From an optimization exercise on the open Yosys and OpenROAD flow, aimed at small area, a short achievable clock period and few clock cycles; shortcuts taken in it are not production practice. At most, simulation tests tie the RTL to the original design; equivalence was not proved. Only the layout flow was run in run 1; the RTL was not checked for function there. Power figures rest on the tool's default switching activity, not on a simulated workload.

==> design.v <==
module sdrb_fround (
    input  wire              sign,
    input  wire [47:0]       p,
    input  wire signed [9:0] be,
    output wire [31:0]       z
);
    wire        hi   = p[47];
    wire        sub1 = (be <= 10'sd0);           
    wire        sub0 = (be <= 10'sd1);           
    wire        ovf1 = (be >= 10'sd255);
    wire        ovf0 = (be >= 10'sd256);
    wire [9:0]  shw  = 10'd1 - be;
    wire [4:0]  sh   = !sub0 ? 5'd0 : (shw[9:5] != 5'd0) ? 5'd31 : shw[4:0];
    wire [7:0]  e1   = be[7:0];
    wire [7:0]  e0   = be[7:0] - 8'd1;
    wire [47:0] smask = ~({48{1'b1}} << ({1'b0, sh} + 6'd23));
    wire [24:0] vs   = p[47:23] >> sh;
    wire        ss   = |(p & smask);
    reg  [22:0] f;
    reg  [7:0]  e;
    reg         g, s;
    always @* begin
        if (hi ? sub1 : sub0) begin
            f = vs[23:1]; g = vs[0]; s = ss; e = 8'd0;
        end else if (hi) begin
            f = p[46:24]; g = p[23]; s = |p[22:0]; e = e1;
        end else begin
            f = p[45:23]; g = p[22]; s = |p[21:0]; e = e0;
        end
    end
    wire        rnd = g & (s | f[0]);
    wire [30:0] r   = {e, f} + {30'd0, rnd};
    assign z = (hi ? ovf1 : ovf0) ? {sign, 8'hFF, 23'd0} : {sign, r};
endmodule
module sdrb_fmul (
    input  wire [31:0] a,
    input  wire [31:0] b,
    output reg  [31:0] z
);
    wire        sz   = a[31] ^ b[31];
    wire        a_e0 = (a[30:23] == 8'h00), b_e0 = (b[30:23] == 8'h00);
    wire        a_e1 = (a[30:23] == 8'hFF), b_e1 = (b[30:23] == 8'hFF);
    wire        a_fz = (a[22:0] == 23'd0),  b_fz = (b[22:0] == 23'd0);
    wire        a_zero = a_e0 & a_fz, b_zero = b_e0 & b_fz;
    wire [23:0] ms = a_e0 ? {1'b0, a[22:0]} : {~b_e0, b[22:0]};
    wire [23:0] mo = a_e0 ? {~b_e0, b[22:0]} : {1'b1, a[22:0]};
    function [4:0] clz23;
        input [22:0] f;
        integer k;
        begin
            clz23 = 5'd23;
            for (k = 0; k <= 22; k = k + 1) if (f[k]) clz23 = 5'd23 - k[4:0];
        end
    endfunction
    wire [4:0]  lz_a = clz23(a[22:0]);
    wire [4:0]  lz_b = b_e0 ? clz23(b[22:0]) : 5'd0;
    wire [4:0]  lz   = a_e0 ? lz_a : lz_b;
    wire [23:0] mn   = ms << lz;
    wire [47:0] p  = mn * mo;
    wire signed [9:0] be = $signed({2'b00, a[30:24], a[23] | a_e0})
                         + $signed({2'b00, b[30:24], b[23] | b_e0})
                         - $signed({5'd0, lz}) - 10'sd126;
    wire [31:0] rz;
    sdrb_fround u_rnd (.sign(sz), .p(p), .be(be), .z(rz));
    always @* begin
        if ((a_e1 & ~a_fz) | (b_e1 & ~b_fz) | (a_e1 & b_zero) | (b_e1 & a_zero))
            z = 32'h7FC00000;
        else if (a_e1 | b_e1)
            z = {sz, 8'hFF, 23'd0};
        else if (a_zero | b_zero)
            z = {sz, 31'd0};
        else
            z = rz;
    end
endmodule
module sdrb_fmul2 (
    input  wire        clk,
    input  wire        hi,
    input  wire [31:0] a,
    input  wire [31:0] b,
    output reg  [31:0] z
);
    wire        b_e0 = (b[30:23] == 8'h00);
    reg  [4:0]  lz;
    reg  [23:0] mn;
    always @* begin
        mn = {~b_e0, b[22:0]};
        lz = 5'd0;
        if (mn[23:8] == 16'd0) begin mn = mn << 16; lz = lz + 5'd16; end
        if (mn[23:16] == 8'd0) begin mn = mn << 8;  lz = lz + 5'd8;  end
        if (mn[23:20] == 4'd0) begin mn = mn << 4;  lz = lz + 5'd4;  end
        if (mn[23:22] == 2'd0) begin mn = mn << 2;  lz = lz + 5'd2;  end
        if (mn[23] == 1'b0)    begin mn = mn << 1;  lz = lz + 5'd1;  end
    end
    reg  [35:0] pl;                    
    reg  [11:0] bh;                    
    reg  signed [9:0] be;
    reg  [1:0]  kind;                  
    reg         sz;
    wire [23:0] ma  = {1'b1, a[22:0]};
    wire [11:0] mul = hi ? bh : mn[11:0];
    wire [35:0] add = hi ? {12'd0, pl[35:12]} : 36'd0;
    wire [35:0] q   = ma * mul + add;
    always @(posedge clk) begin
        pl <= q;
        bh <= mn[23:12];
        sz <= a[31] ^ b[31];
        be <= $signed({2'b00, a[30:23]})
            + $signed({2'b00, b[30:24], b[23] | b_e0})
            - $signed({5'd0, lz}) - 10'sd126;
        if (((a[30:23] == 8'hFF) & (a[22:0] != 0)) | ((b[30:23] == 8'hFF) & (b[22:0] != 0)) |
            ((a[30:23] == 8'hFF) & (b[30:0] == 0)) | ((b[30:23] == 8'hFF) & (a[30:0] == 0)))
            kind <= 2'd1;
        else if ((a[30:23] == 8'hFF) | (b[30:23] == 8'hFF))
            kind <= 2'd2;
        else if ((a[30:0] == 0) | (b[30:0] == 0))
            kind <= 2'd3;
        else
            kind <= 2'd0;
    end
    wire [31:0] rz;
    sdrb_fround u_rnd (.sign(sz), .p({q, pl[11:0]}), .be(be), .z(rz));
    always @* begin
        case (kind)
            2'd1:    z = 32'h7FC00000;
            2'd2:    z = {sz, 8'hFF, 23'd0};
            2'd3:    z = {sz, 31'd0};
            default: z = rz;
        endcase
    end
endmodule
module sdrb_fadd (
    input  wire [31:0] a,
    input  wire [31:0] b,
    output reg  [31:0] z
);
    wire a_e1 = (a[30:23] == 8'hFF), b_e1 = (b[30:23] == 8'hFF);
    wire a_fz = (a[22:0] == 23'd0),  b_fz = (b[22:0] == 23'd0);
    wire a_zero = (a[30:0] == 31'd0), b_zero = (b[30:0] == 31'd0);
    wire an = (a[30:23] != 8'h00), bn = (b[30:23] != 8'h00);
    wire [7:0] ea = {a[30:24], a[23] | ~an};
    wire [7:0] eb = {b[30:24], b[23] | ~bn};
    wire        swap = b[30:0] > a[30:0];
    wire [8:0]  dab  = {1'b0, ea} - {1'b0, eb};
    wire [8:0]  dba  = {1'b0, eb} - {1'b0, ea};
    wire [7:0]  d    = swap ? dba[7:0] : dab[7:0];
    wire [7:0]  ex   = swap ? eb : ea;
    wire        sx   = swap ? b[31] : a[31];
    wire [26:0] mx   = swap ? {bn, b[22:0], 3'b000} : {an, a[22:0], 3'b000};
    wire [26:0] my   = swap ? {an, a[22:0], 3'b000} : {bn, b[22:0], 3'b000};
    wire [4:0]  ds   = (d[7:5] != 3'd0) ? 5'd31 : d[4:0];
    wire [26:0] mys  = my >> ds;
    wire        stk  = |(my & ~({27{1'b1}} << ds));
    wire [26:0] myj  = {mys[26:1], mys[0] | stk};
    wire        sub = a[31] ^ b[31];
    wire [27:0] sum = sub ? ({1'b0, mx} - {1'b0, myj}) : ({1'b0, mx} + {1'b0, myj});
    reg  [4:0]  lz;
    integer k;
    always @* begin
        lz = 5'd27;
        for (k = 0; k <= 26; k = k + 1) if (sum[k]) lz = 5'd26 - k[4:0];
    end
    wire [7:0]  exm1 = ex - 8'd1;
    wire        lim  = {3'd0, lz} > exm1;
    wire [4:0]  ls   = lim ? exm1[4:0] : lz;
    wire [26:0] n    = sum[26:0] << ls;
    wire [7:0]  en   = lim ? 8'd0 : (ex - {3'd0, lz});
    wire [23:0] m   = sum[27] ? sum[27:4] : n[26:3];
    wire        g   = sum[27] ? sum[3] : n[2];
    wire        st  = sum[27] ? (|sum[2:0]) : (|n[1:0]);
    wire [7:0]  e   = sum[27] ? ex + 8'd1 : en;
    wire        rnd = g & (st | m[0]);
    wire [30:0] r   = {e, m[22:0]} + {30'd0, rnd};
    always @* begin
        if ((a_e1 & ~a_fz) | (b_e1 & ~b_fz) | (a_e1 & b_e1 & (a[31] ^ b[31])))
            z = 32'h7FC00000;
        else if (a_e1)
            z = a;
        else if (b_e1)
            z = b;
        else if (a_zero & b_zero)
            z = {a[31] & b[31], 31'd0};
        else if (sum == 28'd0)
            z = 32'h00000000;
        else if (sum[27] & (ex == 8'hFE))
            z = {sx, 8'hFF, 23'd0};
        else
            z = {sx, r};
    end
endmodule
module sdrb (
    input  wire        clk,
    input  wire        rst_n,
    input  wire        cmd_valid,
    output wire        cmd_ready,
    input  wire [31:0] cmd_word,
    input  wire [31:0] cmd_arg0,
    input  wire [31:0] cmd_arg1,
    output wire        rsp_valid,
    input  wire        rsp_ready,
    output wire [31:0] rsp_data,
    output wire        rsp_err
);
    localparam [31:0] HALF  = 32'h3F000000;
    localparam [31:0] ONE   = 32'h3F800000;
    localparam [31:0] HW_ID = 32'h53440100;
    localparam [7:0] OP_NOP     = 8'h00, OP_INIT    = 8'h01,
                     OP_WRITE   = 8'h10, OP_READ    = 8'h11, OP_SETRP  = 8'h12,
                     OP_RBRESET = 8'h13, OP_RESIZE  = 8'h14, OP_GETCAP = 8'h15,
                     OP_SETCAPF = 8'h16, OP_STEP    = 8'h17, OP_GETWC  = 8'h18,
                     OP_GETRC   = 8'h19, OP_DERESET = 8'h20, OP_SETDLY = 8'h21,
                     OP_SETFB   = 8'h22, OP_SETMIX  = 8'h23, OP_MIXSTEP = 8'h24,
                     OP_PROCESS = 8'h25, OP_BLKWR   = 8'h30, OP_BLKRD  = 8'h31,
                     OP_REGRD   = 8'h40, OP_STATCLR = 8'h41;
    localparam [2:0] S_IDLE = 3'd0, S_EXEC = 3'd1, S_HOLD = 3'd2, S_B = 3'd3,
                     S_C    = 3'd4, S_D    = 3'd5, S_SER  = 3'd6;
    localparam [2:0] P_MOD = 3'd0, P_MUL = 3'd1, P_DIV = 3'd2, P_DLY = 3'd3,
                     P_FIN = 3'd4, P_FINB = 3'd5;
    reg  [2:0]  state;
    reg         rst_q;                   
    reg         rdy_q;                   
    reg         is_step_q;               
    reg  [7:0]  opc;
    reg         cc;                      
    reg  [3:0]  idx;                     
    reg  [31:0] a0_q, a1_q;
    reg         legal, ch0, ch1, blk_ok, is_ring, is_blk;
    reg         two_ch;                  
    reg  [24:0] capacity;
    reg  [4:0]  alloc;
    reg  [4:0]  wc0, wc1;                
    reg  [23:0] rc0, rc1;                
    reg  [31:0] feedback, mix, omix;     
    reg  [23:0] dsamp;
    reg  [3:0]  st_warn;
    reg  [2:0]  st_err;
    reg  [31:0] err_cmd;                 
    reg  [31:0] store [0:31];            
    reg  [31:0] sv;                      
    reg  [31:0] blk [0:15];              
    reg  [15:0] bv;                      
    reg  [31:0] rsp_q;
    reg         rsp_err_q;
    reg         eng_on, eng_ph;          
    reg         ta_v, ta_c, ta_inv;
    reg  [2:0]  ta_i;
    reg         tc_v, tc_c, tc_inv;
    reg  [2:0]  tc_i;
    reg         td_v, td_c;
    reg  [2:0]  td_i;
    reg  [3:0]  eng_n0, eng_n1;          
    reg         eng_inv1;                
    reg         omix_job;                
    reg  [1:0]  pre;
    reg  [4:0]  pre_rc1, pre_rc2;        
    reg  [4:0]  pre_wc1;                 
    reg         rd_c;                    
    reg         rd_0;                    
    reg         fg_wr;                   
    reg  [31:0] x_q, y_q, m1_q, t3_q;
    reg  [2:0]  sp;
    reg  [35:0] acc;
    reg         ovf;                     
    reg         clamp_q;                 
    reg         fin_c;                   
    reg  [9:0]  rem;
    reg  [7:0]  cnt;
    assign cmd_ready = rst_n && rdy_q;
    wire [7:0]  opc_i  = cmd_word[31:24];
    wire [7:0]  chf_i  = cmd_word[23:16];
    wire [15:0] idx_i  = cmd_word[15:0];
    wire        ch0_i  = (chf_i == 8'd0);
    wire        idx0_i = (idx_i == 16'd0);
    reg         legal_i;
    always @* begin
        case (opc_i)
            OP_NOP, OP_INIT, OP_RBRESET, OP_RESIZE, OP_GETCAP, OP_SETCAPF,
            OP_DERESET, OP_SETDLY, OP_SETFB, OP_SETMIX, OP_PROCESS, OP_STATCLR:
                legal_i = ch0_i && idx0_i;
            OP_WRITE, OP_READ, OP_SETRP, OP_STEP, OP_GETWC, OP_GETRC, OP_MIXSTEP:
                legal_i = idx0_i;
            OP_BLKWR, OP_BLKRD:
                legal_i = 1'b1;
            OP_REGRD:
                legal_i = ch0_i && (idx_i <= 16'd12);
            default:
                legal_i = 1'b0;
        endcase
    end
    wire ring_i = (opc_i == OP_INIT)    || (opc_i == OP_WRITE)   || (opc_i == OP_READ)   ||
                  (opc_i == OP_SETRP)   || (opc_i == OP_RBRESET) || (opc_i == OP_RESIZE) ||
                  (opc_i == OP_SETCAPF) || (opc_i == OP_STEP)    || (opc_i == OP_GETWC)  ||
                  (opc_i == OP_GETRC)   || (opc_i == OP_DERESET) || (opc_i == OP_SETDLY) ||
                  (opc_i == OP_SETFB)   || (opc_i == OP_SETMIX)  || (opc_i == OP_MIXSTEP) ||
                  (opc_i == OP_PROCESS);
    wire blk_ok_i = (chf_i[7:1] == 7'd0) && (idx_i[15:3] == 13'd0);
    wire blk_i    = (opc_i == OP_BLKWR) || (opc_i == OP_BLKRD);
    wire ch_valid = ch0 || (two_ch && ch1);
    wire s0_neg   = a0_q[31];
    wire s1_neg   = a1_q[31];
    wire       fr_c = td_v ? td_c : tc_v ? tc_c : ta_c;
    wire [2:0] fr_i = td_v ? td_i : tc_v ? tc_i : ta_i;
    wire pend    = ({cc, idx[2:0]} >= {fr_c, fr_i});
    wire bg_even = eng_on && !eng_ph;
    wire bg_odd  = eng_on && eng_ph;
    wire hazard  = (is_ring && (eng_on || omix_job)) ||
                   (is_blk && eng_on && (pend || (!eng_ph && (opc[0] ? ta_v : td_v))));
    wire [4:0]  wc_c  = cc ? wc1 : wc0;
    wire [23:0] rc_c  = cc ? rc1 : rc0;
    wire        rc_c_bad = (rc_c[23:5] != 19'd0) || (rc_c[4:0] >= alloc);
    wire        wc_c_bad = (wc_c >= alloc);
    wire [3:0]  ns_v = a1_q[3:0];
    wire        proc_arg = s0_neg || (a0_q[30:0] > 31'd2) || s1_neg || (a1_q[30:0] > 31'd8);
    wire        ok0 = (rc0[23:5] == 19'd0) && (rc0[4:0] < alloc) && (wc0 < alloc);
    wire        ok1 = (rc1[23:5] == 19'd0) && (rc1[4:0] < alloc) && (wc1 < alloc);
    wire        grow = (capacity > {20'd0, alloc});
    wire [4:0]  mx0 = (rc0[4:0] > wc0) ? rc0[4:0] : wc0;
    wire [4:0]  mx1 = (rc1[4:0] > wc1) ? rc1[4:0] : wc1;
    wire [4:0]  lim0 = !ok0 ? 5'd0 : (grow ? alloc - mx0 : 5'd16);
    wire [4:0]  lim1 = !ok1 ? 5'd0 : (grow ? alloc - mx1 : 5'd16);
    wire        act0 = (a0_q[1:0] != 2'd0) && (ns_v != 4'd0);
    wire        err0 = act0 && (lim0 < {1'b0, ns_v});
    wire        act1 = (a0_q[1:0] == 2'd2) && (ns_v != 4'd0) && !err0;
    wire        err1 = act1 && two_ch && (lim1 < {1'b0, ns_v});
    wire [3:0]  pn0 = !act0 ? 4'd0 : (err0 ? lim0[3:0] : ns_v);
    wire [3:0]  pn1 = !act1 ? 4'd0 : (err1 ? lim1[3:0] : ns_v);
    reg [31:0] clamp_v;
    reg        clamp_out;
    always @* begin
        if (a0_q[30:23] == 8'hFF && a0_q[22:0] != 0) begin
            clamp_v = ONE;  clamp_out = 1'b1;
        end else if (a0_q[31] && a0_q[30:0] != 0) begin
            clamp_v = 32'd0; clamp_out = 1'b1;
        end else if (a0_q[30:0] == 0) begin
            clamp_v = 32'd0; clamp_out = 1'b0;
        end else if (a0_q[30:0] > ONE[30:0]) begin
            clamp_v = ONE;  clamp_out = 1'b1;
        end else begin
            clamp_v = a0_q; clamp_out = 1'b0;
        end
    end
    wire [7:0]  lag_e   = a0_q[30:23];
    wire        lag_bad = (a0_q == 32'h7F800000);
    wire        lag_int = !(lag_e == 8'hFF) && !a0_q[31] && (lag_e >= 8'd127);
    wire        ex_go    = (state == S_EXEC) && !hazard;
    wire        ex_proc  = ex_go && legal && (opc == OP_PROCESS);
    wire        ex_fg    = ex_go && legal && (opc == OP_STEP || opc == OP_MIXSTEP);
    wire        st_B     = (state == S_B);
    wire        st_C     = (state == S_C);
    wire        st_D     = (state == S_D);
    wire        idle_s   = (state == S_IDLE);
    wire        port_op  = opc == OP_WRITE || opc == OP_READ || opc == OP_STEP ||
                           opc == OP_MIXSTEP || opc == OP_PROCESS;
    wire        harmless = !port_op &&
                           (!legal || ex_e || opc == OP_NOP || opc == OP_GETCAP ||
                            opc == OP_GETWC || opc == OP_GETRC || opc == OP_REGRD ||
                            opc == OP_STATCLR || opc == OP_BLKRD ||
                            (opc == OP_BLKWR && (cc || idx[2:1] != 2'd0)));
    wire        pre_run  = rst_q && !eng_on && !omix_job &&
                           (idle_s || state == S_HOLD || (state == S_EXEC && harmless));
    wire        pre_a0   = rst_q && !eng_on && idle_s && pre == 2'd0;
    wire        pre_b0   = pre_run && pre == 2'd1;
    wire        pre_a1   = pre_run && pre[1];
    wire        proc_in  = idle_s && cmd_valid && rdy_q && opc_i == OP_PROCESS;
    wire        go_proc  = ex_proc && !proc_arg && pn0 != 4'd0;
    wire        go_pre   = go_proc && pre == 2'd3 && pn0 != 4'd1;
    wire        go_plain = go_proc && !go_pre;
    wire        mfast    = ex_go && legal && opc == OP_MIXSTEP && ch0 && !ex_e && pre == 2'd1;
    wire        fg_in    = idle_s && !eng_on && cmd_valid && rdy_q &&
                           (opc_i == OP_STEP || opc_i == OP_MIXSTEP);
    wire        a_c      = eng_on ? ta_c : cc;
    wire [4:0]  wc_a     = a_c ? wc1 : wc0;
    wire [23:0] rc_a     = a_c ? rc1 : rc0;
    wire        doB      = (bg_odd && ta_v) || st_B || go_pre || mfast;
    wire        doC      = (bg_odd && tc_v) || st_C || go_pre;
    wire        doD      = (bg_even && td_v) || st_D;
    wire        m2_hi    = bg_odd || st_C || go_pre;
    wire        do_om    = omix_job;
    reg  [3:0]  bsel;
    always @* begin
        if (bg_even && ta_v)     bsel = {ta_c, ta_i};
        else if (idle_s && pre[1]) bsel = 4'd1;         
        else                     bsel = {cc, idx[2:0]};
    end
    wire [15:0] b_hot = bv & (16'd1 << bsel);
    reg  [31:0] blk_rd;
    integer kb;
    always @* begin
        blk_rd = 32'd0;
        for (kb = 0; kb < 16; kb = kb + 1) blk_rd = blk_rd | (blk[kb] & {32{b_hot[kb]}});
    end
    wire [3:0]  rd0_a  = (pre[1] && !rd_0) ? pre_rc1 : rc0[3:0];
    wire [15:0] s_hot0 = sv[15:0]  & (16'd1 << rd0_a);
    wire [15:0] s_hot1 = sv[31:16] & (16'd1 << rc1[3:0]);
    reg  [31:0] st_rd0, st_rd1;
    integer ks;
    always @* begin
        st_rd0 = 32'd0;
        st_rd1 = 32'd0;
        for (ks = 0; ks < 16; ks = ks + 1) begin
            st_rd0 = st_rd0 | (store[ks]      & {32{s_hot0[ks]}});
            st_rd1 = st_rd1 | (store[16 + ks] & {32{s_hot1[ks]}});
        end
    end
    wire [31:0] st_rd = (eng_on ? ta_c : rd_c) ? st_rd1 : st_rd0;
    wire        fin      = (state == S_SER);
    wire        st_job   = bg_even && tc_v && !tc_inv;      
    wire        wc_use   = st_job || fg_wr || (state == S_EXEC && opc == OP_WRITE && !eng_on);
    wire [4:0]  adv_p    = fin ? (fin_c ? wc1 : wc0) :
                           st_job ? (tc_c ? wc1 : wc0) :
                           wc_use ? wc_c :
                           pre_b0 ? wc0 :
                           pre_a1 ? pre_rc1 :
                           bg_odd ? (ta_c ? rc1[4:0] : rc0[4:0]) : rc_a[4:0];
    wire [4:0]  adv_x    = adv_p + {4'd0, !fin || clamp_q};
    reg  [4:0]  adv;
    always @* begin
        adv = adv_x;
        if (capacity[24:5] == 20'd0) begin
            if (capacity[4:0] == 5'd1) adv = 5'd0;
            else begin
                if (capacity[4:0] <= 5'd2 && adv >= {capacity[1:0], 3'b000})
                    adv = adv - {capacity[1:0], 3'b000};
                if (capacity[4:0] <= 5'd4 && adv >= {capacity[2:0], 2'b00})
                    adv = adv - {capacity[2:0], 2'b00};
                if (capacity[4:0] <= 5'd8 && adv >= {capacity[3:0], 1'b0})
                    adv = adv - {capacity[3:0], 1'b0};
                if (adv >= capacity[4:0]) adv = adv - capacity[4:0];
            end
        end
    end
    wire [31:0] m1_a = doC ? mix : (is_step_q && !eng_on) ? a1_q : feedback;
    wire        fwd  = (bg_even && ta_v && tc_v && !tc_inv && ta_c == tc_c &&
                        (ta_c ? rc1[3:0] == wc1[3:0] : rc0[3:0] == wc0[3:0])) ||
                       (pre_a1 && pre_rc1 == wc0[3:0]);
    wire [31:0] m1_b = (doC || fwd) ? y_q : st_rd;
    wire [31:0] ad_a = doD ? t3_q : do_om ? ONE : x_q;
    wire [31:0] ad_b = do_om ? {~mix[31], mix[30:0]} : m1_q;
    wire [31:0] m1_z, ad_z, m2_z;
    sdrb_fmul  u_m1 (.a(m1_a), .b(m1_b), .z(m1_z));
    sdrb_fadd  u_ad (.a(ad_a), .b(ad_b), .z(ad_z));
    sdrb_fmul2 u_m2 (.clk(clk), .hi(m2_hi), .a(omix), .b(x_q), .z(m2_z));
    wire        s_bit   = a0_q[31];
    wire [23:0] rc_f    = fin_c ? rc1 : rc0;
    reg  [36:0] as_p, as_q;
    reg         as_inv, as_ci;
    always @* begin
        as_p = 37'd0; as_q = {12'd0, capacity}; as_inv = 1'b1; as_ci = 1'b1;
        case (sp)
            P_MOD:  as_p = {11'd0, acc[24:0], s_bit};
            P_MUL:  begin as_p = {acc, 1'b0}; as_q = s_bit ? {6'd0, a1_q[30:0]} : 37'd0;
                          as_inv = 1'b0; as_ci = 1'b0; end
            P_DLY:  as_p = {1'b0, acc};
            P_FIN:  if (clamp_q) begin as_p = {12'd0, capacity}; as_q = 37'd0; as_ci = 1'b0; end
                    else begin as_p = {32'd0, adv}; as_q = {12'd0, acc[24:0]}; end
            default: begin as_p = {13'd0, rc_f}; as_inv = 1'b0; as_ci = 1'b0; end
        endcase
    end
    wire [37:0] as_z    = {1'b0, as_p} + {1'b0, as_inv ? ~as_q : as_q} + {37'd0, as_ci};
    wire        as_ge   = as_z[37];      
    wire [11:0] dv_v    = {rem, acc[35:34]};
    wire [1:0]  dv_q    = (dv_v >= 12'd3000) ? 2'd3 : (dv_v >= 12'd2000) ? 2'd2 :
                          (dv_v >= 12'd1000) ? 2'd1 : 2'd0;
    wire [11:0] dv_r    = dv_v - (dv_q == 2'd3 ? 12'd3000 : dv_q == 2'd2 ? 12'd2000 :
                                  dv_q == 2'd1 ? 12'd1000 : 12'd0);
    wire        mod_skip = acc[24:0] == 25'd0 && a0_q[31:24] == 8'd0 && cnt >= 8'd8;
    wire        mul_skip = acc == 36'd0 && a0_q[31:24] == 8'd0 && cnt >= 8'd8;
    wire        div_skip = rem == 10'd0 && acc[35:28] == 8'd0 && cnt >= 8'd4;
    wire        de_err   = ovf || acc == 36'd0 || acc > 36'd16;
    reg  [31:0] ex_data;
    always @* begin
        ex_data = 32'd0;
        case (opc)
            OP_READ:   ex_data = ch_valid ? st_rd : 32'd0;
            OP_BLKRD:  ex_data = blk_rd;
            OP_GETCAP: ex_data = {7'd0, capacity};
            OP_GETWC:  ex_data = ch_valid ? {27'd0, wc_c} : 32'd0;
            OP_GETRC:  ex_data = ch_valid ? {8'd0, rc_c} : 32'd0;
            OP_REGRD:
                case (idx[3:0])
                    4'd0:  ex_data = {21'd0, st_err, 4'd0, st_warn};
                    4'd1:  ex_data = {7'd0, capacity};
                    4'd2:  ex_data = {27'd0, alloc};
                    4'd3:  ex_data = two_ch ? 32'd2 : 32'd1;
                    4'd4:  ex_data = feedback;
                    4'd5:  ex_data = mix;
                    4'd6:  ex_data = {8'd0, dsamp};
                    4'd7:  ex_data = (st_err != 3'd0) ? err_cmd : 32'd0;
                    4'd8:  ex_data = 32'd0;
                    4'd9:  ex_data = 32'd2;
                    4'd10: ex_data = 32'd16;
                    4'd11: ex_data = 32'd8;
                    default: ex_data = HW_ID;
                endcase
            default: ex_data = 32'd0;
        endcase
    end
    reg  [2:0] ex_err;
    reg        ex_long;                  
    always @* begin
        ex_err  = 3'b000;
        ex_long = 1'b0;
        if (!legal) ex_err = 3'b001;
        else case (opc)
            OP_INIT:    if (s0_neg || a0_q[30:0] == 0 || a0_q[30:0] > 31'd16 ||
                            s1_neg || a1_q[30:0] == 0 || a1_q[30:0] > 31'd2) ex_err = 3'b010;
            OP_RESIZE:  if (s0_neg || a0_q[30:0] == 0 || a0_q[30:0] > 31'd16) ex_err = 3'b010;
            OP_SETCAPF: if (s0_neg || a0_q[30:0] == 0 || a0_q[30:0] > 31'h01000000) ex_err = 3'b010;
            OP_WRITE:   if (ch_valid && wc_c_bad) ex_err = 3'b100;
            OP_READ:    if (ch_valid && rc_c_bad) ex_err = 3'b100;
            OP_STEP, OP_MIXSTEP:
                        if (ch_valid && (rc_c_bad || wc_c_bad)) ex_err = 3'b100;
                        else if (ch_valid || opc == OP_MIXSTEP) ex_long = 1'b1;
            OP_SETRP:   if (ch_valid && lag_bad) ex_err = 3'b010;
                        else if (ch_valid) ex_long = 1'b1;
            OP_DERESET, OP_SETDLY:
                        if (s0_neg || s1_neg) ex_err = 3'b010;
                        else ex_long = 1'b1;
            OP_PROCESS: if (proc_arg) ex_err = 3'b010;
                        else if (err0 || err1) ex_err = 3'b100;
            OP_BLKWR, OP_BLKRD:
                        if (!blk_ok) ex_err = 3'b010;
            default: ;
        endcase
    end
    wire ex_rsp  = ex_go && !ex_long;
    wire ex_e    = (ex_err != 3'b000);
    assign rsp_valid = rst_n && rst_q && (ex_rsp || state == S_HOLD);
    assign rsp_data  = (state == S_HOLD) ? rsp_q : (ex_e ? 32'd0 : ex_data);
    assign rsp_err   = (state == S_HOLD) ? rsp_err_q : ex_e;
    wire doA     = (ex_fg && !ex_e && ch_valid) || go_plain || (bg_even && ta_v && !ta_inv);
    wire doB_y   = (bg_odd && ta_v && !ta_inv) || (st_B && ch_valid) || go_pre || mfast;
    wire        nx_last = ({1'b0, ta_i} + 4'd1 == (ta_c ? eng_n1 : eng_n0));
    wire        nx_v    = !(nx_last && (ta_c || eng_n1 == 4'd0));
    wire        nx_c    = nx_last ? 1'b1 : ta_c;
    wire [2:0]  nx_i    = nx_last ? 3'd0 : ta_i + 3'd1;
    wire        st_cmd = (state == S_EXEC) && (opc == OP_WRITE) && !eng_on;
    wire        st_we  = st_job || go_pre || fg_wr ||
                         (ex_go && legal && opc == OP_WRITE && ch_valid && !ex_e);
    wire [31:0] st_wd  = st_cmd ? a0_q : y_q;
    wire        st_ch  = st_job ? tc_c : cc;
    wire [4:0]  st_wc  = st_ch ? wc1 : wc0;
    wire        bl_job = bg_even && td_v;
    wire        bl_we  = bl_job || (ex_go && opc == OP_BLKWR && blk_ok);
    wire [3:0]  bl_a   = bl_job ? {td_c, td_i} : {cc, idx[2:0]};
    wire [31:0] bl_wd  = bl_job ? ad_z : a0_q;
    wire [31:0] st_hot = 32'd1 << {st_ch, st_wc[3:0]};
    wire [15:0] bl_hot = 16'd1 << bl_a;
    wire        st_clr = (ex_go && legal && !ex_e &&
                          (opc == OP_INIT || opc == OP_RBRESET || opc == OP_RESIZE)) ||
                         (state == S_SER && sp == P_DLY && opc == OP_DERESET && !de_err);
    genvar gk;
    generate
        for (gk = 0; gk < 32; gk = gk + 1) begin : g_st
            always @(posedge clk) if (st_we && st_hot[gk]) store[gk] <= st_wd;
        end
        for (gk = 0; gk < 16; gk = gk + 1) begin : g_bl
            always @(posedge clk) if (bl_we && bl_hot[gk]) blk[gk] <= bl_wd;
        end
    endgenerate
    wire        rd_ex  = ex_go && legal && opc == OP_READ && ch_valid && !ex_e;
    wire        wr_ex  = ex_go && legal && opc == OP_WRITE && ch_valid && !ex_e;
    wire        fin_w  = (state == S_SER) && (sp == P_FIN || sp == P_FINB);
    wire        rc_bg  = bg_odd && ta_v && !ta_inv;
    wire        rc_fg  = rd_ex || (ex_fg && !ex_e && ch_valid);
    wire        rc_ch  = rc_bg ? ta_c : cc;
    wire [23:0] rc_fin = (sp == P_FIN && clamp_q) ? {19'd0, adv} : as_z[23:0];
    always @(posedge clk) begin
        if (!rst_q || st_clr) begin
            rc0 <= 24'd0; rc1 <= 24'd0; wc0 <= 5'd0; wc1 <= 5'd0;
        end else begin
            if (((rc_bg || rc_fg) && !rc_ch) || go_pre || (fin_w && !fin_c))
                rc0 <= fin_w ? rc_fin : go_pre ? {19'd0, pre_rc2} : {19'd0, adv};
            if (((rc_bg || rc_fg) && rc_ch) || (fin_w && fin_c))
                rc1 <= fin_w ? rc_fin : {19'd0, adv};
            if (go_pre) wc0 <= pre_wc1;
            else if ((st_job || fg_wr || wr_ex) && !st_ch) wc0 <= adv;
            if ((st_job || fg_wr || wr_ex) && st_ch)  wc1 <= adv;
        end
    end
    always @(posedge clk) begin
        if (!rst_q || st_clr) sv <= 32'd0;
        else if (st_we)       sv <= sv | st_hot;
        if (!rst_q)           bv <= 16'd0;
        else if (bl_we)       bv <= bv | bl_hot;
    end
    wire acc_go   = (state == S_IDLE) && cmd_valid && rdy_q;     
    wire to_idle  = (ex_go && !ex_long && rsp_ready) || (state == S_HOLD && rsp_ready);
    wire rp_start = ex_go && legal && (opc == OP_SETRP) && ch_valid && !ex_e;
    wire dl_start = ex_go && legal && (opc == OP_DERESET || opc == OP_SETDLY) && !ex_e;
    wire ser      = (state == S_SER);
    always @(posedge clk) begin
        if (acc_go) begin
            opc     <= opc_i;
            legal   <= legal_i;
            ch0     <= ch0_i;
            ch1     <= (chf_i == 8'd1);
            blk_ok  <= blk_ok_i;
            is_ring <= legal_i && ring_i;
            is_blk  <= blk_i && blk_ok_i;
            a1_q    <= cmd_arg1;
        end
        if (acc_go && st_err == 3'd0) err_cmd <= cmd_word;
        if (!rst_q || to_idle) begin
            cc <= 1'b0; idx <= 4'd0; is_step_q <= 1'b0; rd_c <= 1'b0; rd_0 <= 1'b0;
        end else if (acc_go) begin
            cc <= chf_i[0]; idx <= idx_i[3:0]; is_step_q <= (opc_i == OP_STEP);
            rd_c <= chf_i[0] && (opc_i == OP_READ || opc_i == OP_STEP || opc_i == OP_MIXSTEP);
            rd_0 <= opc_i == OP_READ || opc_i == OP_STEP || opc_i == OP_MIXSTEP ||
                    opc_i == OP_PROCESS;
        end
    end
    wire x_en = pre_a0 || fg_in || (pre_a1 && idle_s && proc_in) || (bg_even && ta_v) ||
                (ex_fg && !mfast) || go_plain;
    always @(posedge clk) begin
        if (x_en) x_q <= fg_in ? cmd_arg0 : ex_fg ? a0_q : blk_rd;
        if (doB || pre_b0) y_q <= (doB_y || pre_b0) ? ad_z : 32'd0;
    end
    always @(posedge clk) begin
        if (ex_go || st_B || st_D || ser) begin
            rsp_q     <= ex_go ? (ex_e ? 32'd0 : ex_data) : (st_B || st_D) ? ad_z : 32'd0;
            rsp_err_q <= ex_go ? ex_e : (ser && sp == P_DLY && opc == OP_DERESET && de_err);
        end
    end
    wire a0_sh = ser && ((sp == P_MOD && cnt != 8'd0) || sp == P_MUL);
    wire sh8   = (sp == P_MOD) ? mod_skip : mul_skip;
    always @(posedge clk) begin
        if (acc_go || rp_start || dl_start || a0_sh)
            a0_q <= acc_go   ? cmd_arg0 :
                    rp_start ? {1'b1, a0_q[22:0], 8'd0} :
                    dl_start ? {a0_q[30:0], 1'b0} :
                    sh8      ? {a0_q[23:0], 8'd0} : {a0_q[30:0], 1'b0};
        if (rp_start || dl_start)
            acc <= 36'd0;
        else if (ser && sp == P_MOD && cnt != 8'd0 && !mod_skip)
            acc <= {11'd0, as_ge ? as_z[24:0] : {acc[23:0], s_bit}};
        else if (ser && sp == P_MUL && !mul_skip)
            acc <= as_z[35:0];
        else if (ser && sp == P_DIV)
            acc <= div_skip ? {acc[27:0], 8'd0} : {acc[33:0], dv_q};
        if (dl_start) ovf <= 1'b0;
        else if (ser && sp == P_MUL && !mul_skip && as_z[36:35] != 2'd0) ovf <= 1'b1;
        if (rp_start)
            cnt <= lag_int ? lag_e - 8'd126 : 8'd0;
        else if (dl_start)
            cnt <= 8'd31;
        else if (ser && sp == P_MUL && (cnt == 8'd1 || (cnt == 8'd8 && mul_skip)))
            cnt <= 8'd18;
        else if (ser && (sp == P_MUL || (sp == P_MOD && cnt != 8'd0)))
            cnt <= sh8 ? cnt - 8'd8 : cnt - 8'd1;
        else if (ser && sp == P_DIV)
            cnt <= div_skip ? cnt - 8'd4 : cnt - 8'd1;
        if (ser && sp == P_MUL) rem <= 10'd0;
        else if (ser && sp == P_DIV && !div_skip) rem <= dv_r[9:0];
    end
    always @(posedge clk) begin
        m1_q  <= m1_z;
        t3_q  <= m2_z;
        rst_q <= rst_n;
        if (pre_a0)                    pre <= 2'd1;
        else if (!pre_run || (state == S_EXEC && opc == OP_PROCESS)) pre <= 2'd0;
        else if (pre_b0)               pre <= 2'd2;
        else if (pre_a1)               pre <= 2'd3;
        if (pre_a0) pre_rc1 <= adv;
        if (pre_b0) pre_wc1 <= adv;
        if (pre_a1) pre_rc2 <= adv;
        fg_wr <= rst_q && ((st_B && ch_valid) || mfast);
        rdy_q <= rst_n && rst_q && (state == S_IDLE ? !(cmd_valid && rdy_q) :
                                    state == S_EXEC ? ex_rsp && rsp_ready :
                                    state == S_HOLD && rsp_ready);
        if (!rst_q) begin
            state    <= S_IDLE;
            two_ch   <= 1'b1;
            capacity <= 25'd16;
            alloc    <= 5'd16;
            feedback <= HALF;
            mix      <= ONE;
            omix     <= 32'd0;
            dsamp    <= 24'd0;
            st_warn  <= 4'd0;
            st_err   <= 3'd0;
            eng_on   <= 1'b0;
            omix_job <= 1'b0;
        end else begin
            if (do_om) begin
                omix     <= ad_z;
                omix_job <= 1'b0;
            end
            if (bg_even) begin
                td_v   <= 1'b0;
                eng_ph <= 1'b1;
                if (!ta_v && !tc_v) eng_on <= 1'b0;
            end
            if (bg_odd) begin
                td_v <= tc_v; td_c <= tc_c; td_i <= tc_i;
                tc_v <= ta_v; tc_c <= ta_c; tc_i <= ta_i; tc_inv <= ta_inv;
                ta_v <= ta_v && nx_v;
                ta_c <= nx_c; ta_i <= nx_i;
                ta_inv <= nx_c && eng_inv1;
                eng_ph <= 1'b0;
                if (!ta_v && !tc_v) eng_on <= 1'b0;
            end
            case (state)
            S_IDLE: begin
                if (acc_go) state <= S_EXEC;
            end
            S_EXEC: if (!hazard) begin
                if (!ex_long) state <= rsp_ready ? S_IDLE : S_HOLD;
                st_err <= st_err | ex_err;
                if (!legal) begin
                end else case (opc)
                OP_INIT: if (!ex_e) begin
                    two_ch   <= a1_q[1];
                    alloc    <= a0_q[4:0];
                    capacity <= {20'd0, a0_q[4:0]};
                    feedback <= HALF;
                    mix      <= ONE;
                    omix     <= 32'd0;
                    omix_job <= 1'b0;
                    dsamp    <= 24'd0;
                end
                OP_WRITE: begin
                    if (!ch_valid) st_warn[0] <= 1'b1;
                end
                OP_READ: begin
                    if (!ch_valid) st_warn[0] <= 1'b1;
                end
                OP_SETRP: begin
                    if (!ch_valid) st_warn[0] <= 1'b1;
                    else if (!ex_e) begin
                        clamp_q <= 1'b0;
                        fin_c   <= cc;
                        sp      <= P_MOD;
                        state   <= S_SER;
                    end
                end
                OP_RESIZE: if (!ex_e) begin
                    alloc    <= a0_q[4:0];
                    capacity <= {20'd0, a0_q[4:0]};
                end
                OP_SETCAPF: if (!ex_e) capacity <= a0_q[24:0];
                OP_STEP, OP_MIXSTEP: begin
                    if (!ch_valid) st_warn[0] <= 1'b1;
                    if (ex_long) state <= mfast ? S_C : S_B;
                end
                OP_GETWC, OP_GETRC: if (!ch_valid) st_warn[0] <= 1'b1;
                OP_DERESET, OP_SETDLY: if (!ex_e) begin
                    clamp_q <= 1'b0;
                    fin_c   <= 1'b0;
                    sp      <= P_MUL;
                    state   <= S_SER;
                end
                OP_SETFB: begin
                    feedback <= clamp_v;
                    if (clamp_out) st_warn[1] <= 1'b1;
                end
                OP_SETMIX: begin
                    mix <= clamp_v;
                    omix_job <= 1'b1;
                    if (clamp_out) st_warn[2] <= 1'b1;
                end
                OP_PROCESS: if (!proc_arg) begin
                    if (act1 && !two_ch) st_warn[0] <= 1'b1;
                    if (pn0 != 4'd0) begin
                        eng_on   <= 1'b1;
                        td_v     <= 1'b0;
                        eng_n0   <= pn0;
                        eng_n1   <= pn1;
                        eng_inv1 <= !two_ch;
                        if (go_pre) begin
                            eng_ph <= 1'b0;
                            td_v   <= 1'b1;
                            td_c   <= 1'b0;
                            td_i   <= 3'd0;
                            tc_v   <= 1'b1;
                            tc_c   <= 1'b0;
                            tc_i   <= 3'd1;
                            tc_inv <= 1'b0;
                            ta_v   <= (pn0 != 4'd2) || (pn1 != 4'd0);
                            ta_c   <= (pn0 == 4'd2);
                            ta_i   <= (pn0 == 4'd2) ? 3'd0 : 3'd2;
                            ta_inv <= (pn0 == 4'd2) && !two_ch;
                        end else begin
                            eng_ph <= 1'b1;
                            ta_v   <= 1'b1;
                            ta_c   <= 1'b0;
                            ta_i   <= 3'd0;
                            ta_inv <= 1'b0;
                            tc_v   <= 1'b0;
                        end
                    end
                end
                OP_BLKWR: if (blk_ok) begin
                end
                OP_STATCLR: st_warn <= 4'd0;
                default: ;
                endcase
            end
            S_B: state <= (opc == OP_STEP) ? S_HOLD : S_C;
            S_C: state <= S_D;
            S_D: state <= S_HOLD;
            S_SER: begin
                case (sp)
                P_MOD: if (cnt == 8'd0) sp <= P_FIN;
                P_MUL: if (cnt == 8'd1 || (cnt == 8'd8 && mul_skip)) sp <= P_DIV;
                P_DIV: if (cnt == 8'd1 || (cnt == 8'd4 && div_skip)) sp <= P_DLY;
                P_DLY: begin
                    if (opc == OP_DERESET) begin
                        if (de_err) begin
                            st_err[1] <= 1'b1;
                            state     <= S_HOLD;
                        end else begin
                            dsamp    <= {19'd0, acc[4:0]};
                            alloc    <= acc[4:0];
                            capacity <= {20'd0, acc[4:0]};
                            state     <= S_HOLD;
                        end
                    end else begin
                        if (ovf || as_ge) begin
                            st_warn[3] <= 1'b1;
                            clamp_q    <= 1'b1;
                        end else begin
                            dsamp <= acc[23:0];
                        end
                        sp <= P_FIN;
                    end
                end
                P_FIN, P_FINB: begin
                    if (sp == P_FIN && clamp_q) dsamp <= as_z[23:0];
                    if (sp == P_FIN && !clamp_q && !as_ge) sp <= P_FINB;
                    else if (opc == OP_SETDLY && !fin_c && two_ch) begin
                        fin_c <= 1'b1;
                        sp    <= P_FIN;
                    end else state <= S_HOLD;
                end
                default: ;
                endcase
            end
            S_HOLD: if (rsp_ready) state <= S_IDLE;
            default: state <= S_IDLE;
            endcase
        end
    end
endmodule
==> flow/run.sh <==
#!/bin/bash
# Layout flow: the standard flow (standard.sh) with these changes:
#  - ABC maps the logic with flow/abc_map.script (delay target 20 ns, with
#    area recovery) instead of ORFS's abc_speed.script; everything else in
#    synthesis is ORFS's (synth_recipe.tcl), so the registers are the same;
#  - the port buffers ORFS inserts at placement are sky130_fd_sc_hd__buf_2;
#  - clock tree synthesis uses larger sink clusters and no dummy loads.
# Runs in the work folder; the flow's full output goes to standard.log here.
set -o pipefail
rm -rf scripts
cp -r "$FLOW_HOME/scripts" scripts
cp flow/abc_map.script scripts/abc_speed.script
export SCRIPTS_DIR="$PWD/scripts"
export BUFFER_PORTS_ARGS="-buffer_cell sky130_fd_sc_hd__buf_2"
export CTS_ARGS="-sink_clustering_enable -repair_clock_nets -dont_use_dummy_load -sink_clustering_size 24 -sink_clustering_max_diameter 110"
bash standard.sh > standard.log 2>&1
==> flow/abc_map.script <==
&get -n
&st
&synch2
&dch -f
&nf -D 20000
&st
&dch -f
&nf -D 20000
&put
buffer -c
topo
stime -c
upsize -c
dnsize -c
==> standard.sh <==
#!/bin/bash
# synth_recipe.tcl (not shown) runs the flow's synth.tcl, then flattens the netlist and writes it again
# the make line also repeats each setting of config.mk as NAME=value (left out here)
make -C /OpenROAD-flow-scripts/flow DESIGN_CONFIG=/design/flow/config.mk WORK_HOME=/design/flow/orfs CLKGATE_MAP_FILE= SYNTH_SCRIPT=/design/flow/synth_recipe.tcl "${@:-finish}"
==> config.mk <==
export PLATFORM = sky130hd
export DESIGN_NAME = sdrb
export DESIGN_NICKNAME = sdrb
export VERILOG_FILES = /design/flow/design.v
export SDC_FILE = /design/flow/constraint.sdc
export NUM_CORES = 8
export LEC_CHECK = 0
export CAP_MARGIN = 20
export CORE_MARGIN = 2
export CORE_UTILIZATION = 25
export SLEW_MARGIN = 20
==> constraint.sdc <==
create_clock -name core_clock -period 60.0 [get_ports {clk}]
set_input_delay 12.0000 -clock core_clock [delete_from_list [all_inputs] [get_ports {clk}]]
set_output_delay 12.0000 -clock core_clock [all_outputs]
set_load 0.01 [all_outputs]
==> summary.txt, run 1 <==
Die Wd 756 um; Layout Cell Area excl Fill approximately 160000 um2; setup ws final between 30 and 40 ns; hold wc startpoint bv[1]; worst slew margin relative to its limit 0.0981; area growth from synthesis to layout 10.2%; latest clock arrival within the worst-skew pair ~0.95 ns; combined area of the multi-input logic cells 71900 um2; initial antenna violation count 43; hold bufs inserted after CTS 0; count of distinct cell types in the synthesized netlist ~120; total power between 6 and 7 mW; sequential share of the synthesized area 0.446; number of buffers on the longest clock path 4; Clock Pin Slew Worst Setup and Hold Paths about 0.11 ns; most frequent standard cell in the layout excluding fill and tap cells sky130_fd_sc_hd__edfxtp_1; post-route ant nets 0; Mapped Area ~140000 um2; routed wire length per instance 27.3 um; fill cell total of the finished layout a little under 60000; ratio of final minimum period to clock period 0.410; worst-case clock skew around 0.13 ns; highest achievable clock rate about 40 MHz; maxcap violations 0; average cell area after synthesis between 10 and 15 um2; Via-to-Cell Ratio roughly 5.4; first-pass iteration count of the detailed router 10; Vias approximately 120k; Max rail drop VDD between 0.00015 and 0.0002 V; highest-count cells in the layout ignoring fill and taps sky130_fd_sc_hd__edfxtp_1, sky130_fd_sc_hd__nand2_1, sky130_fd_sc_hd__inv_1; Pwr per Cell Area ~44 nW/um2; total number of cells along the worst setup path 93; aggregate routed wire length 582000 um; Setup Slack @ Placement ~36 ns; final count of negative-setup-slack endpoints 0; DP Cell Count approximately 21000; cell occurring most often along the worst timing path sky130_fd_sc_hd__o21ai_0; Buf+Inv Stages, Crit Path 13; minimum setup slack among reg-to-reg paths 35.38 ns; number of enable-type register cells in the synthesized netlist about 1800; number of placement rows 276; Placed Instance Area about 150000 um2; number of synthesized register bits around 2300; clock root buffer master sky130_fd_sc_hd__clkbuf_16; total nets after synthesis ~15000; Yosys Warn Count 7; gate count of the mapped netlist approximately 14000; largest delay contributor family on the critical path compound AO/OA/AOI/OAI gates; Post-CTS Repair Setup Buffers 0; GPL Wtd Cong between 1 and 1.5; actual transition at the worst max-transition pin ~1.3 ns; CTS tree done; worst hold-check path type register to register; number of resized instances in the post-cts repair step 0; nature of the critical path startpoint register; largest net degree at the start of global routing 100; CORE AREA about 560000 um2; RR Startpoint wc0[3]; Worst Path Class, Setup register to register; Setup crit end kind register; vertical extent of the die between 700 and 800 um; number of buffers inserted during clock tree synthesis roughly 110; worst hold slack after final layout roughly 0.47 ns; fraction of registers with async set or reset after synthesis 0; unrepaired setup endpoints after global routing no; area of the die between 500000 and 600000 um2; required time of the critical path 60.76 ns; Max H-tree Level 3; slowest cell delay on critical path ~0.80 ns; Worst EP arrival roughly 25 ns; Crit Reg-Reg Endpoint m1_q[21]; fraction of layout instances using a drive strength above 1 0.0819; number of hold-slack violations in the final timing report 0; worst reg2reg path depth 93; via count of the first global-routing pass about 110k; cell type of the slowest stage on the worst timing path sky130_fd_sc_hd__mux2i_2; I/O pin count 135; footprint of the flip-flops and latches ~63000 um2; sum of negative setup slack 0 ns; post-detail-place hpwl a little over 400000 um; PortBufs 134; sinks on the clock net ~2300; Crit Path Max Fanout 33; Final Non-Filler Cells between 20000 and 25000; final count of pins violating max slew 0; most common flop cell mapped by yosys sky130_fd_sc_hd__edfxtp_1; leakage power figure 57.1 nW; final worst path period need roughly 25 ns; hold-critical path endpoint bv[1]; WHS Path Cells 1; Iteration-0 DRC Markers between 15000 and 20000; aggregate global-route resource usage 0.196; Final Util 0.276; Nets 15100; result of the run finished clean; Initial Util 0.251; drt drc 0; global-route wire length before repair around 800000 um; Overflow after GRT 0
## worst reg2reg max path: cells and delay by family (launching register included)
family                     cells  cell delay [ns]
DFF                            1             0.65
adders and majority gates     12             5.26
buffers and inverters         13             2.42
xor gates and xnor gates       1             0.18
muxes                          4             1.70
AOI/OAI and AO/OA             35             8.10
and+or+nand+nor               28             6.09
## cell type report
type | count | share of cell area
Clock buffer | 114 | 0.0183
Antenna cell | 28 | 0.000450
Timing Repair Buffer | 594 | 0.0266
Inverter | 1131 | 0.0273
Multi-Input combinational cell | 9681 | 0.462
Tap cell | 7506 | 0.0603
Sequential cell | 2252 | 0.405
## worst max path at each step
stage	slack [ns]	end	startpoint
after floorplan	35.77	rsp_valid	rst_n
after CTS	35.58	rsp_valid	rst_n
after global routing	34.00	m1_q[21]	wc0[3]
after global placement	35.57	rsp_valid	rst_n
final	35.38	m1_q[21]	wc0[3]
after detailed placement	35.58	rsp_valid	rst_n
## cell families after synthesis
group,Yosys count,synth area share
flops,2252,0.446
simple gates,4272,0.135
compound gates,3424,0.164
fa+ha+maj,1270,0.152
buf+inv,1977,0.0530
mux,406,0.0299
xor+xnor,309,0.0195
## cells in the mapped netlist, drive strengths merged, types with 41 or more instances
cell / n / share of area
a211oi: 124 / 0.0068
a21boi: 85 / 0.0045
a21o: 103 / 0.0055
a21oi: 913 / 0.032
a221oi: 150 / 0.0093
a222oi: 366 / 0.026
a22o: 89 / 0.0055
a22oi: 176 / 0.0093
a31oi: 105 / 0.0046
and2: 167 / 0.0074
and3: 124 / 0.0055
buf: 139 / 0.0042
clkbuf: 707 / 0.019
dfxtp: 454 / 0.064
edfxtp: 1798 / 0.38
fa: 741 / 0.10
ha: 529 / 0.047
inv: 1127 / 0.030
mux2: 67 / 0.0054
mux2i: 338 / 0.024
nand2: 1744 / 0.046
nand2b: 63 / 0.0028
nand3: 299 / 0.011
nand4: 117 / 0.0052
nor2: 1140 / 0.030
nor2b: 151 / 0.0067
nor3: 201 / 0.0072
nor4: 100 / 0.0048
o211ai: 65 / 0.0035
o21a: 54 / 0.0029
o21ai: 738 / 0.026
o21bai: 42 / 0.0022
o22ai: 76 / 0.0034
o31ai: 41 / 0.0022
or2: 60 / 0.0027
xnor2: 193 / 0.012
xor2: 116 / 0.0075
## report_power, final
group	total, mW	internal, mW	switching (mW)
Combinational	4.22	1.15	3.07
Sequential	1.77	1.74	0.0334
Clock	0.839	0.338	0.501
## state kept, by name, summed over array words and instances (netlist names), 36 cells and up
name and flops:
store 1024, blk 512, acc 36, u_m2.pl 36
## layer usage
layer / vias up / global-route usage / wire length [um]
met2: 6899 / 0.298 / 252000
li1: 49800 / - / -
met4: 20 / 0.114 / 39900
met3: 1410 / 0.0431 / 61600
met1: 58000 / 0.255 / 229000
met5: - / 0 / 121
==> run 2, diff against run 1 <==
--- a/design.v
+++ b/design.v
@@ -359,5 +359,5 @@
     wire        pre_run  = rst_q && !eng_on && !omix_job &&
                            (idle_s || state == S_HOLD || (state == S_EXEC && harmless));
-    wire        pre_a0   = rst_q && !eng_on && idle_s && pre == 2'd0;
+    wire        pre_a0   = pre_run && idle_s && pre == 2'd0;
     wire        pre_b0   = pre_run && pre == 2'd1;
     wire        pre_a1   = pre_run && pre[1];
@@ -366,11 +366,8 @@
     wire        go_pre   = go_proc && pre == 2'd3 && pn0 != 4'd1;
     wire        go_plain = go_proc && !go_pre;
-    wire        mfast    = ex_go && legal && opc == OP_MIXSTEP && ch0 && !ex_e && pre == 2'd1;
-    wire        fg_in    = idle_s && !eng_on && cmd_valid && rdy_q &&
-                           (opc_i == OP_STEP || opc_i == OP_MIXSTEP);
     wire        a_c      = eng_on ? ta_c : cc;
     wire [4:0]  wc_a     = a_c ? wc1 : wc0;
     wire [23:0] rc_a     = a_c ? rc1 : rc0;
-    wire        doB      = (bg_odd && ta_v) || st_B || go_pre || mfast;
+    wire        doB      = (bg_odd && ta_v) || st_B || go_pre;
     wire        doC      = (bg_odd && tc_v) || st_C || go_pre;
     wire        doD      = (bg_even && td_v) || st_D;
@@ -530,5 +527,5 @@
     assign rsp_err   = (state == S_HOLD) ? rsp_err_q : ex_e;
     wire doA     = (ex_fg && !ex_e && ch_valid) || go_plain || (bg_even && ta_v && !ta_inv);
-    wire doB_y   = (bg_odd && ta_v && !ta_inv) || (st_B && ch_valid) || go_pre || mfast;
+    wire doB_y   = (bg_odd && ta_v && !ta_inv) || (st_B && ch_valid) || go_pre;
     wire        nx_last = ({1'b0, ta_i} + 4'd1 == (ta_c ? eng_n1 : eng_n0));
     wire        nx_v    = !(nx_last && (ta_c || eng_n1 == 4'd0));
@@ -611,8 +608,7 @@
         end
     end
-    wire x_en = pre_a0 || fg_in || (pre_a1 && idle_s && proc_in) || (bg_even && ta_v) ||
-                (ex_fg && !mfast) || go_plain;
+    wire x_en = pre_a0 || (pre_a1 && idle_s && proc_in) || (bg_even && ta_v) || ex_fg || go_plain;
     always @(posedge clk) begin
-        if (x_en) x_q <= fg_in ? cmd_arg0 : ex_fg ? a0_q : blk_rd;
+        if (x_en) x_q <= ex_fg ? a0_q : blk_rd;
         if (doB || pre_b0) y_q <= (doB_y || pre_b0) ? ad_z : 32'd0;
     end
@@ -658,6 +654,6 @@
         t3_q  <= m2_z;
         rst_q <= rst_n;
-        if (pre_a0)                    pre <= 2'd1;
-        else if (!pre_run || (state == S_EXEC && opc == OP_PROCESS)) pre <= 2'd0;
+        if (!pre_run || (state == S_EXEC && opc == OP_PROCESS)) pre <= 2'd0;
+        else if (pre_a0)               pre <= 2'd1;
         else if (pre_b0)               pre <= 2'd2;
         else if (pre_a1)               pre <= 2'd3;
@@ -665,5 +661,5 @@
         if (pre_b0) pre_wc1 <= adv;
         if (pre_a1) pre_rc2 <= adv;
-        fg_wr <= rst_q && ((st_B && ch_valid) || mfast);
+        fg_wr <= rst_q && st_B && ch_valid;
         rdy_q <= rst_n && rst_q && (state == S_IDLE ? !(cmd_valid && rdy_q) :
                                     state == S_EXEC ? ex_rsp && rsp_ready :
@@ -742,5 +738,5 @@
                 OP_STEP, OP_MIXSTEP: begin
                     if (!ch_valid) st_warn[0] <= 1'b1;
-                    if (ex_long) state <= mfast ? S_C : S_B;
+                    if (ex_long) state <= S_B;
                 end
                 OP_GETWC, OP_GETRC: if (!ch_valid) st_warn[0] <= 1'b1;
--- a/flow/run.sh
+++ b/flow/run.sh
@@ -13,4 +13,4 @@
 export SCRIPTS_DIR="$PWD/scripts"
 export BUFFER_PORTS_ARGS="-buffer_cell sky130_fd_sc_hd__buf_2"
-export CTS_ARGS="-sink_clustering_enable -repair_clock_nets -dont_use_dummy_load -sink_clustering_size 24 -sink_clustering_max_diameter 110"
+export CTS_ARGS="-sink_clustering_enable -repair_clock_nets -dont_use_dummy_load -sink_clustering_size 20 -sink_clustering_max_diameter 100"
 bash standard.sh > standard.log 2>&1
==> summary.txt, run 2 <==
result of the run finished clean; average cell area after synthesis just over 10 um2; vertical extent of the die approximately 750 um; sum of negative setup slack 0 ns; initial antenna violation count 86; aggregate global-route resource usage 0.190; clock root buffer master sky130_fd_sc_hd__clkbuf_16; Worst EP arrival approximately 12 ns; Setup crit end kind output pin; cell accounting for the most synthesized area sky130_fd_sc_hd__edfxtp_1; final count of pins violating max slew 0; Clock Pin Slew Worst Setup and Hold Paths around 0.080 ns; I/O pin count between 100 and 150; final worst path period need between 20 and 25 ns; number of buffers inserted during clock tree synthesis 140; count of distinct cell types in the synthesized netlist around 110; via count of the first global-routing pass 108000; Largest register FFs roughly 1000; GPL Wtd Cong 0.989; leading cell type by number of instances after synthesis sky130_fd_sc_hd__edfxtp_1; Initial Util 0.251; CTS tree done; number of enable-type register cells in the synthesized netlist ~1800; number of placement rows approximately 280; largest register by flop count store; combined area of the multi-input logic cells 71100 um2; Mapped Area approximately 140000 um2; post-detail-place hpwl 395000 um; share of Yosys cell area claimed by the top area cell type 0.384; final count of negative-setup-slack endpoints 0; most common flop cell mapped by yosys sky130_fd_sc_hd__edfxtp_1; hold bufs inserted after CTS 0; required time of the critical path between 40 and 50 ns; Yosys Warn Count 7; sequential share of the synthesized area 0.449; gate count of the mapped netlist roughly 14000; footprint of the flip-flops and latches approximately 63000 um2; post-route ant nets 0; maxcap violations 0; Via-to-Cell Ratio between 5 and 6; worst hold-check path type register to register; number of resized instances in the post-cts repair step 0; Nets ~15000; nature of the critical path startpoint input port; Die Wd around 750 um; CORE AREA roughly 560000 um2; latest clock arrival within the worst-skew pair a little under 0.9 ns; worst-case clock skew 0.0961 ns; unrepaired setup endpoints after global routing no; highest achievable clock rate 40.9 MHz; largest net degree at the start of global routing between 150 and 200; sinks on the clock net about 2300; number of hold-slack violations in the final timing report 0; first-pass iteration count of the detailed router 14; most frequent standard cell in the layout excluding fill and tap cells sky130_fd_sc_hd__edfxtp_1; drt drc 0; highest-count cells in the layout ignoring fill and taps sky130_fd_sc_hd__edfxtp_1, sky130_fd_sc_hd__nand2_1, sky130_fd_sc_hd__inv_1; Iteration-0 DRC Markers between 15000 and 20000; Post-CTS Repair Setup Buffers 0; fraction of registers with async set or reset after synthesis 0; Pwr per Cell Area just under 60 nW/um2; Crit Path Max Fanout 3; Worst Path Class, Setup input port to output pin; fraction of layout instances using a drive strength above 1 0.0818; Final Non-Filler Cells 21000; actual transition at the worst max-transition pin between 1 and 1.5 ns; number of synthesized register bits about 2300; number of buffers on the longest clock path 4; DP Cell Count roughly 21000; Overflow after GRT 0; leakage power figure approximately 56 nW; Max H-tree Level 4; fill cell total of the finished layout ~59000; area growth from synthesis to layout 10.3%; total nets after synthesis about 15000; leading cell types by count after synthesis sky130_fd_sc_hd__edfxtp_1, sky130_fd_sc_hd__nand2_1, sky130_fd_sc_hd__nor2_1, sky130_fd_sc_hd__inv_1, sky130_fd_sc_hd__a21oi_1; PortBufs 134; global-route wire length before repair ~800000 um; area of the die around 570000 um2; Max rail drop VDD 0.000183 V; ratio of final minimum period to clock period 0.408; Vias roughly 120k; leading post-synthesis cells by cell area sky130_fd_sc_hd__edfxtp_1, sky130_fd_sc_hd__fa_1, sky130_fd_sc_hd__dfxtp_1, sky130_fd_sc_hd__ha_1, sky130_fd_sc_hd__nand2_1; biggest registers after layout store: 1024 flops, blk: 512 flops; aggregate routed wire length between 500000 and 600000 um; worst slew margin relative to its limit 0.0959; routed wire length per instance roughly 27 um
## run 2: logic make-up after synthesis
group	Yosys count	share of synthesized area
AOI/OAI and AO/OA	3452	0.165
xor gates and xnor gates	287	0.0180
adders and majority gates	1270	0.153
buffers and inverters	1931	0.0522
DFF	2252	0.449
muxes	434	0.0322
and+or+nand+nor	4025	0.131
## run 2: final timing paths
| check | cells after the start | to | start | slack [ns] |
|---|---|---|---|---|
| setup reg to reg | 89 | m1_q[30] | wc0[3] | 37.11 |
| setup / recovery | 4 | rsp_valid | rst_n | 35.53 |
| hold reg to reg | 1 | t3_q[31] | u_m2.sz | 0.44 |
| hold / removal | 1 | t3_q[31] | u_m2.sz | 0.44 |
## run 2: report_power, final
part           internal (mW)  switching [mW]
Clock                  0.416           0.511
Combinational           1.77            4.36
Sequential              1.82           0.107
Total                   4.01            4.98
## run 2: through the flow
step	setup slack [ns]	cell area, um2	hold WS (ns)	power [mW]	util
2_1_floorplan	35.76	141000	0.410	5.55	-
3_3_place_gp	35.57	151000	0.424	7.85	0.270
3_5_place_dp	35.53	151000	0.422	7.83	0.270
4_1_cts	35.53	155000	0.443	8.77	0.276
5_1_grt	35.50	155000	0.458	9.38	0.276
6_report	35.53	155000	0.445	8.99	0.277
## run 2: area by class of cell
class / count / share of cell area
multi-input combinational: 9468 / 0.458
sequential: 2252 / 0.407
tap: 7479 / 0.0603
inverter: 1086 / 0.0263
timing repair buffer: 548 / 0.0246
clock buffer: 140 / 0.0226
antenna: 56 / 0.000904
## run 2: routing by layer
| metal | share of wire | vias up | global-route usage |
|---|---|---|---|
| met1 | 0.40 | 57400 | 0.254 |
| met3 | 0.13 | 1277 | 0.0639 |
| li1 | - | 49200 | - |
| met2 | 0.41 | 7201 | 0.276 |
| met4 | 0.055 | 66 | 0.0886 |
| met5 | 0.00082 | - | 0 |
## run 2: worst max-delay path, stage by stage
cell                      delay (ns)
sky130_fd_sc_hd__buf_2          0.10
sky130_fd_sc_hd__nand2_1        0.07
sky130_fd_sc_hd__nor2_1         0.15
sky130_fd_sc_hd__buf_2          0.15
Testbench counts of run 2, summed over its fixed seeds: cycles 14,162.

## what the ideal ports hide
In the flow no input, the clock included, has a driving cell. The finished layouts below were timed again as built, in two steps.
Step 1 (the two cells are an assumption about what drives the block):
set clk [get_ports {clk}]
set_driving_cell -lib_cell sky130_fd_sc_hd__clkbuf_16 $clk
set_driving_cell -lib_cell sky130_fd_sc_hd__buf_2 [delete_from_list [all_inputs] $clk]
Step 2, shift: input delay + t, output delay - t, t = (earliest + latest rising clock arrival at the registers) / 2. This alone moves slack from input paths to output paths.
Three values: ideal, step 1, step 2; two values: the first two.
run | shift t [ns] | setup slack, ns | clock arrival spread, ns
run 1 | 1.002 | 35.384 / 35.384 / 35.384 | 0.127 / 0.127
run 2 | 0.942 | 35.532 / 35.504 / 35.504 | 0.096 / 0.096
After both steps setup and hold are still met in every run listed. For run 2, which loses most, drivers alone change the setup slack by -0.028 ns; drivers and shift together by -0.028 ns.
